Background: an optimization exercise with open tools, aiming at small area. Do not read the settings as production practice. In this exercise RTL edits were held to simulation tests only and were not proved equivalent to the original.

==> inputs of onyx <==
Design frame_codec, start of the top module:
module frame_codec (
    input  wire        clk,
    input  wire        rst,
    input  wire        cmd_valid,
    output wire        cmd_ready,
    input  wire [7:0]  cmd_id,
    input  wire [15:0] cmd_len,
    input  wire        ack_valid,
    output wire        ack_ready,
    input  wire [7:0]  ack_seq,
    input  wire [7:0]  ack_type,
    input  wire        ack_short,
    input  wire        pl_valid,
    output wire        pl_ready,
    input  wire [7:0]  pl_data,
    output wire        tx_valid,
    input  wire        tx_ready,
    output wire [7:0]  tx_data,
    output wire [3:0]  tx_err,
    input  wire        open_req,
    input  wire        close_req,
    input  wire        in_valid,
    output wire        in_ready,
    input  wire [7:0]  in_data,
    output wire        q_valid,
    input  wire        q_pop,
    output wire        q_sentinel,
    output wire [7:0]  q_ctl,
    output wire [7:0]  q_seq,
    output wire [7:0]  q_mtype,
    output wire [15:0] q_len,
    output wire [15:0] q_cksum,
    input  wire [3:0]  q_idx,
    output wire [7:0]  q_byte,
    output wire [2:0]  ev_code,
    output wire        rx_closed,
    output wire        fault
);
clock: 10.0 ns
lec_check: 0
cap_margin: 20
core_margin: 2
core_utilization: 55
slew_margin: 20
synth_hierarchical: 1
standard.sh (not shown) runs the stock make flow with config.mk's settings and CLKGATE_MAP_FILE= SYNTH_SCRIPT=/design/flow/synth_recipe.tcl, a recipe that flattens the netlist after the stock synthesis.
==> flow/flow/run.sh <==
#!/bin/bash
# Layout: the standard flow (standard.sh, its synthesis unchanged), with
# two changes to how the layout is built:
#  - clock tree: clkbuf_4 buffers driving sink clusters of up to 9 registers,
#    and no dummy loads (the default tree pads every level with them);
#  - each port gets the smallest buffer, buf_1, instead of clkdlybuf4s50_1.
# The make output goes to standard.log; each ORFS step keeps its own log
# under orfs/logs.
set -euo pipefail
export CTS_ARGS="-sink_clustering_enable -repair_clock_nets -dont_use_dummy_load -buf_list {sky130_fd_sc_hd__clkbuf_4} -sink_clustering_size 9 -sink_clustering_max_diameter 45"
export BUFFER_PORTS_ARGS="-buffer_cell sky130_fd_sc_hd__buf_1"
bash standard.sh > standard.log 2>&1
==> nickel (differences from onyx) <==
--- a/flow/design.v
+++ b/flow/design.v
@@ -95,11 +95,11 @@
                     if (cmd_len == 16'hFFFF) begin
                         err8 <= 1'b1;             
                     end else begin
                         is_ack  <= 1'b0;
                         f_a     <= cmd_id;
-                        f_len   <= cmd_len + 16'd1;
+                        f_len   <= cmd_len;
                         acc     <= CK_SEED;
                         par     <= 1'b0;
                         state   <= T_SOF;
                     end
                 end
@@ -108,23 +108,29 @@
                     if (!par) acc[15:8] <= acc[15:8] ^ tx_data;
                     else      acc[7:0]  <= acc[7:0]  ^ tx_data;
                     par <= ~par;
                 end
                 case (state)
-                    T_SOF:   state <= T_SEQ;
+                    T_SOF: begin
+                        if (!is_ack) f_len <= f_len + 16'd1;
+                        state <= T_SEQ;
+                    end
                     T_SEQ: begin
                         if (!is_ack) seq_ctr <= seq_ctr + 8'd1;
                         state <= T_TYPE;
                     end
                     T_TYPE:  state <= is_ack ? T_CKLO : T_LEN0;
                     T_LEN0:  state <= ext_len ? T_LENHI : T_ID;
                     T_LENHI: state <= T_LENLO;
                     T_LENLO: state <= T_ID;
-                    T_ID:    state <= (f_len == 16'd1) ? T_CKLO : T_PAY;
+                    T_ID: begin
+                        f_len <= ~f_len;
+                        state <= (f_len == 16'd1) ? T_CKLO : T_PAY;
+                    end
                     T_PAY: begin
-                        f_len <= f_len - 16'd1;
-                        if (f_len == 16'd2) state <= T_CKLO;
+                        f_len <= f_len + 16'd1;
+                        if (f_len == 16'hFFFD) state <= T_CKLO;
                     end
                     T_CKLO:  state <= T_CKHI;
                     T_CKHI:  state <= T_IDLE;
                     default: state <= T_IDLE;
                 endcase
@@ -179,13 +185,13 @@
     reg [7:0]  r_seq;
     reg [1:0]  r_mt;
     reg [15:0] r_len, r_cnt, r_acc;
     reg        r_par, r_cklo_ok;
     reg [127:0] buf_q;      
-    reg        qs [0:7];
+    reg [7:0]  qs;              
     reg [2:0]  head, tail;
-    reg [3:0]  count;
+    reg        full;            
     reg [170:0] ring [0:7];     
     reg [2:0]   ph;
     reg         pend, pendb;    
     reg [2:0]   pslot, pslotb;
     wire [2:0]   hpos  = head + ph;
@@ -225,20 +231,20 @@
                 assign col[gi] = rhd[8*gi + gb];
             end
             fc_sel16 u_sel (.s(isel), .d(col), .y(q_byte[gb]));
         end
     endgenerate
-    assign q_valid    = (count != 4'd0);
+    assign q_valid    = full || (head != tail);
     assign q_sentinel = qs[head];
     assign q_seq      = hhd[39:32];
     assign q_len      = hhd[31:16];
     assign q_cksum    = hhd[15:0];
     assign q_mtype    = {1'b1, 1'b0, 1'b1, hmt[1], hmt[1], 1'b0, hmt[1], hmt[1] | hmt[0]};
     wire   len_nz     = |q_len;
     assign q_ctl      = {5'd0, ~len_nz, len_nz | hhd[42], 1'b0};
     wire pop_fire = q_pop && q_valid;
-    wire q_space  = !count[3] || pop_fire;
+    wire q_space  = !full || pop_fire;
     assign in_ready  = (state == S_SEEK && open_flag) ||
                        (state != S_SEEK && state != S_CLOSED && state != S_FAULT);
     assign rx_closed = (state == S_CLOSED);
     wire in_fire = in_valid && in_ready;
     wire ctl_ok   = (in_data == CTL_SOF) || (in_data == CTL_EOT) || (in_data == CTL_ACK);
@@ -378,25 +384,26 @@
     end
     always @(posedge clk) begin
         if (rst) begin
             head  <= 3'd0;
             tail  <= 3'd0;
-            count <= 4'd0;
+            full  <= 1'b0;
         end else begin
             if (push)
                 tail <= tail + 3'd1;
             if (pop_fire)
                 head <= head + 3'd1;
             if (push && !pop_fire)
-                count <= count + 4'd1;
+                full <= (tail + 3'd1 == head);
             else if (pop_fire && !push)
-                count <= count - 4'd1;
+                full <= 1'b0;
         end
     end
     always @(posedge clk) begin
         if (push)
-            qs[tail] <= push_sent;
+            for (k = 0; k < 8; k = k + 1)
+                if (tail == k) qs[k] <= push_sent;
     end
     localparam [170:0] PART_B = {43'd0, {104{1'b1}}, 24'd0};
     reg s0, n0, s4, n4, sb, nb;
     wire       push_b  = push_frame && (r_len[15:2] != 14'd0);
     wire       wait_n  = push_frame || (pend && !(s0 || s4));
@@ -410,26 +417,23 @@
         if (rst) begin
             ph    <= 3'd0;
             pend  <= 1'b0;
             pendb <= 1'b0;
             s0    <= 1'b0;
-            n0    <= 1'b1;
             s4    <= 1'b0;
-            n4    <= 1'b1;
             sb    <= 1'b0;
-            nb    <= 1'b1;
         end else begin
             ph    <= ph + 3'd1;
             pend  <= wait_n;
             pendb <= wait_b;
             s0    <= at0;
-            n0    <= !at0;
             s4    <= at4;
-            n4    <= !at4;
             sb    <= atb;
-            nb    <= !atb;
         end
+        n0 <= !at0;
+        n4 <= !at4;
+        nb <= !atb;
         if (push_frame)
             pslot <= tail;
         if (push_b)
             pslotb <= tail;
     end
==> flow/flow/run.sh (replaced) <==
#!/bin/bash
# Layout: the standard flow (standard.sh with synth_recipe.tcl), with
# three changes to how the layout is built:
#  - technology mapping: ORFS's scripts are copied into scripts/ here and the
#    ABC script that synthesis runs (abc_speed.script) is replaced by
#    flow/abc_area.script, an area-recovering mapping without ABC's buffering
#    and gate upsizing (placement repairs the nets that need buffers). The
#    registers are mapped by dfflibmap before ABC runs, so they are the
#    standard synthesis's;
#  - clock tree: clkbuf_4 buffers driving sink clusters of up to 9 registers,
#    and no dummy loads (the default tree pads every level with them);
#  - each port gets the smallest buffer, buf_1, instead of clkdlybuf4s50_1.
# The make output goes to standard.log; each ORFS step keeps its own log
# under orfs/logs.
set -euo pipefail
rm -rf scripts
cp -r "$FLOW_HOME/scripts" scripts
cp flow/abc_area.script scripts/abc_speed.script
export SCRIPTS_DIR="$PWD/scripts"
export CTS_ARGS="-sink_clustering_enable -repair_clock_nets -dont_use_dummy_load -buf_list {sky130_fd_sc_hd__clkbuf_4} -sink_clustering_size 9 -sink_clustering_max_diameter 45"
export BUFFER_PORTS_ARGS="-buffer_cell sky130_fd_sc_hd__buf_1"
bash standard.sh > standard.log 2>&1
==> flow/flow/abc_area.script (new file) <==
strash
&get -n
&fraig -x
&put
scorr
dc2
dretime
strash
&get -n
&dch -f
&nf -R 1000
&put
Settings changed: CORE_UTILIZATION 55 to 70, SYNTH_HIERARCHICAL 1 to default.
==> raven (differences from onyx) <==
--- a/flow/design.v
+++ b/flow/design.v
@@ -184,31 +184,28 @@
     reg        qs [0:7];
     reg [2:0]  head, tail;
     reg [3:0]  count;
     reg [170:0] ring [0:7];     
     reg [2:0]   ph;
-    reg         pend, pendb;    
-    reg [2:0]   pslot, pslotb;
+    reg         pend;           
+    reg [2:0]   pslot;
     wire [2:0]   hpos  = head + ph;
     wire         byp   = pend && (pslot == head);
-    wire         bypb  = pendb && (pslotb == head);
-    wire [8:0]   hsel, hselb;
+    wire [8:0]   hsel;
     genvar gi, gb;
     generate
         for (gi = 0; gi < 8; gi = gi + 1) begin : g_hsel
-            assign hsel[gi]  = !byp && (hpos == gi);
-            assign hselb[gi] = !bypb && (hpos == gi);
+            assign hsel[gi] = !byp && (hpos == gi);
         end
     endgenerate
-    assign hsel[8]  = byp;
-    assign hselb[8] = bypb;
+    assign hsel[8] = byp;
     wire [170:0] rnew = {r_c6, r_mt, r_seq, r_len, r_acc, buf_q};
     wire [170:0] rhd;
     generate
         for (gb = 0; gb < 171; gb = gb + 1) begin : g_rd
             fc_sel9 u_sel (
-                .s((gb >= 24 && gb < 128) ? hselb : hsel),
+                .s(hsel),
                 .d({rnew[gb], ring[7][gb], ring[6][gb], ring[5][gb], ring[4][gb],
                     ring[3][gb], ring[2][gb], ring[1][gb], ring[0][gb]}),
                 .y(rhd[gb]));
         end
     endgenerate
@@ -394,53 +391,40 @@
     end
     always @(posedge clk) begin
         if (push)
             qs[tail] <= push_sent;
     end
-    localparam [170:0] PART_B = {43'd0, {104{1'b1}}, 24'd0};
-    reg s0, n0, s4, n4, sb, nb;
-    wire       push_b  = push_frame && (r_len[15:2] != 14'd0);
-    wire       wait_n  = push_frame || (pend && !(s0 || s4));
-    wire       wait_b  = push_b || (pendb && !sb);
-    wire [2:0] wpos    = (push_frame ? tail : pslot) + ph + 3'd2;   
-    wire [2:0] wposb   = (push_b ? tail : pslotb) + ph + 3'd2;      
-    wire       at0     = wait_n && (wpos == 3'd0);
-    wire       at4     = wait_n && (wpos == 3'd4);
-    wire       atb     = wait_b && (wposb == 3'd0);
+    reg s0, n0, s4, n4;
+    wire       ins    = s0 || s4;
+    wire       wait_n = push_frame || (pend && !ins);
+    wire [2:0] wslot  = push_frame ? tail : pslot;
+    wire [2:0] wpos   = wslot + ph + 3'd2;    
+    wire       at0    = wait_n && (wpos == 3'd0);
+    wire       at4    = wait_n && (wpos == 3'd4);
     always @(posedge clk) begin
         if (rst) begin
-            ph    <= 3'd0;
-            pend  <= 1'b0;
-            pendb <= 1'b0;
-            s0    <= 1'b0;
-            n0    <= 1'b1;
-            s4    <= 1'b0;
-            n4    <= 1'b1;
-            sb    <= 1'b0;
-            nb    <= 1'b1;
+            ph   <= 3'd0;
+            pend <= 1'b0;
+            s0   <= 1'b0;
+            n0   <= 1'b1;
+            s4   <= 1'b0;
+            n4   <= 1'b1;
         end else begin
-            ph    <= ph + 3'd1;
-            pend  <= wait_n;
-            pendb <= wait_b;
-            s0    <= at0;
-            n0    <= !at0;
-            s4    <= at4;
-            n4    <= !at4;
-            sb    <= atb;
-            nb    <= !atb;
+            ph   <= ph + 3'd1;
+            pend <= wait_n;
+            s0   <= at0;
+            n0   <= !at0;
+            s4   <= at4;
+            n4   <= !at4;
         end
         if (push_frame)
             pslot <= tail;
-        if (push_b)
-            pslotb <= tail;
     end
     integer p;
     always @(posedge clk) begin
-        ring[0] <= (~PART_B & (({171{s0}} & rnew) | ({171{n0}} & ring[7]))) |
-                   ( PART_B & (({171{sb}} & rnew) | ({171{nb}} & ring[7])));
-        ring[4] <= (~PART_B & (({171{s4}} & rnew) | ({171{n4}} & ring[3]))) |
-                   ( PART_B & ring[3]);
+        ring[0] <= ({171{s0}} & rnew) | ({171{n0}} & ring[7]);
+        ring[4] <= ({171{s4}} & rnew) | ({171{n4}} & ring[3]);
         for (p = 1; p < 8; p = p + 1)
             if (p != 4) ring[p] <= ring[p-1];
     end
 endmodule
 module fc_aoi222 (
==> flow/flow/run.sh (replaced) <==
#!/bin/bash
# Layout: the standard flow (standard.sh, its synthesis unchanged), with
# two changes to how the layout is built:
#  - clock tree: clkbuf_4 buffers driving sink clusters of up to 8 registers,
#    and no dummy loads (the default tree pads every level with them);
#  - each port gets the smallest buffer, buf_1, instead of clkdlybuf4s50_1.
# The make output goes to standard.log; each ORFS step keeps its own log
# under orfs/logs.
set -euo pipefail
export CTS_ARGS="-sink_clustering_enable -repair_clock_nets -dont_use_dummy_load -buf_list {sky130_fd_sc_hd__clkbuf_4} -sink_clustering_size 8 -sink_clustering_max_diameter 50"
export BUFFER_PORTS_ARGS="-buffer_cell sky130_fd_sc_hd__buf_1"
bash standard.sh > standard.log 2>&1
==> summary of the runs <==
Register-to-register slack: raven is better than onyx (0.47 ns).
Worst setup slack: raven > onyx > nickel.
Global-route usage: onyx < raven < nickel.
Worst hold slack: onyx < nickel < raven.
Sequential cell count: nickel is lower than onyx (6).
Via count, lowest first: nickel, onyx, raven.
Of onyx and raven, raven has the higher synthesized cell count (gap about 2.6%, measured against raven).
Between nickel and onyx, the lower core utilization is in onyx (gap 16 points).

-- separate check: timing with driven ports --
In the flow no input, the clock included, has a driving cell. The finished layouts below were timed again as built, in two steps.
Step 1: set_driving_cell puts a clkbuf_16 on clk and a buf_2 on each other input, an assumption about the parent block.
Step 2, shift: input delay + t, output delay - t, t = (earliest + latest rising clock arrival at the registers) / 2. This alone moves slack from input paths to output paths.
Three values: ideal, step 1, step 2; two values: the first two.
run | t, ns | setup slack, ns | hold slack, ns | latest minus earliest clock arrival (ns)
onyx | 1.183 | 1.952 / 1.888 / 3.070 | 0.265 / 0.265 / 0.265 | 0.129 / 0.129
nickel | 1.127 | 1.221 / 1.153 / 2.280 | 0.267 / 0.267 / 0.267 | 0.146 / 0.146
raven | 1.208 | 2.382 / 2.315 / 3.523 | 0.267 / 0.267 / 0.267 | 0.107 / 0.108
After both steps setup and hold are still met in every run listed.
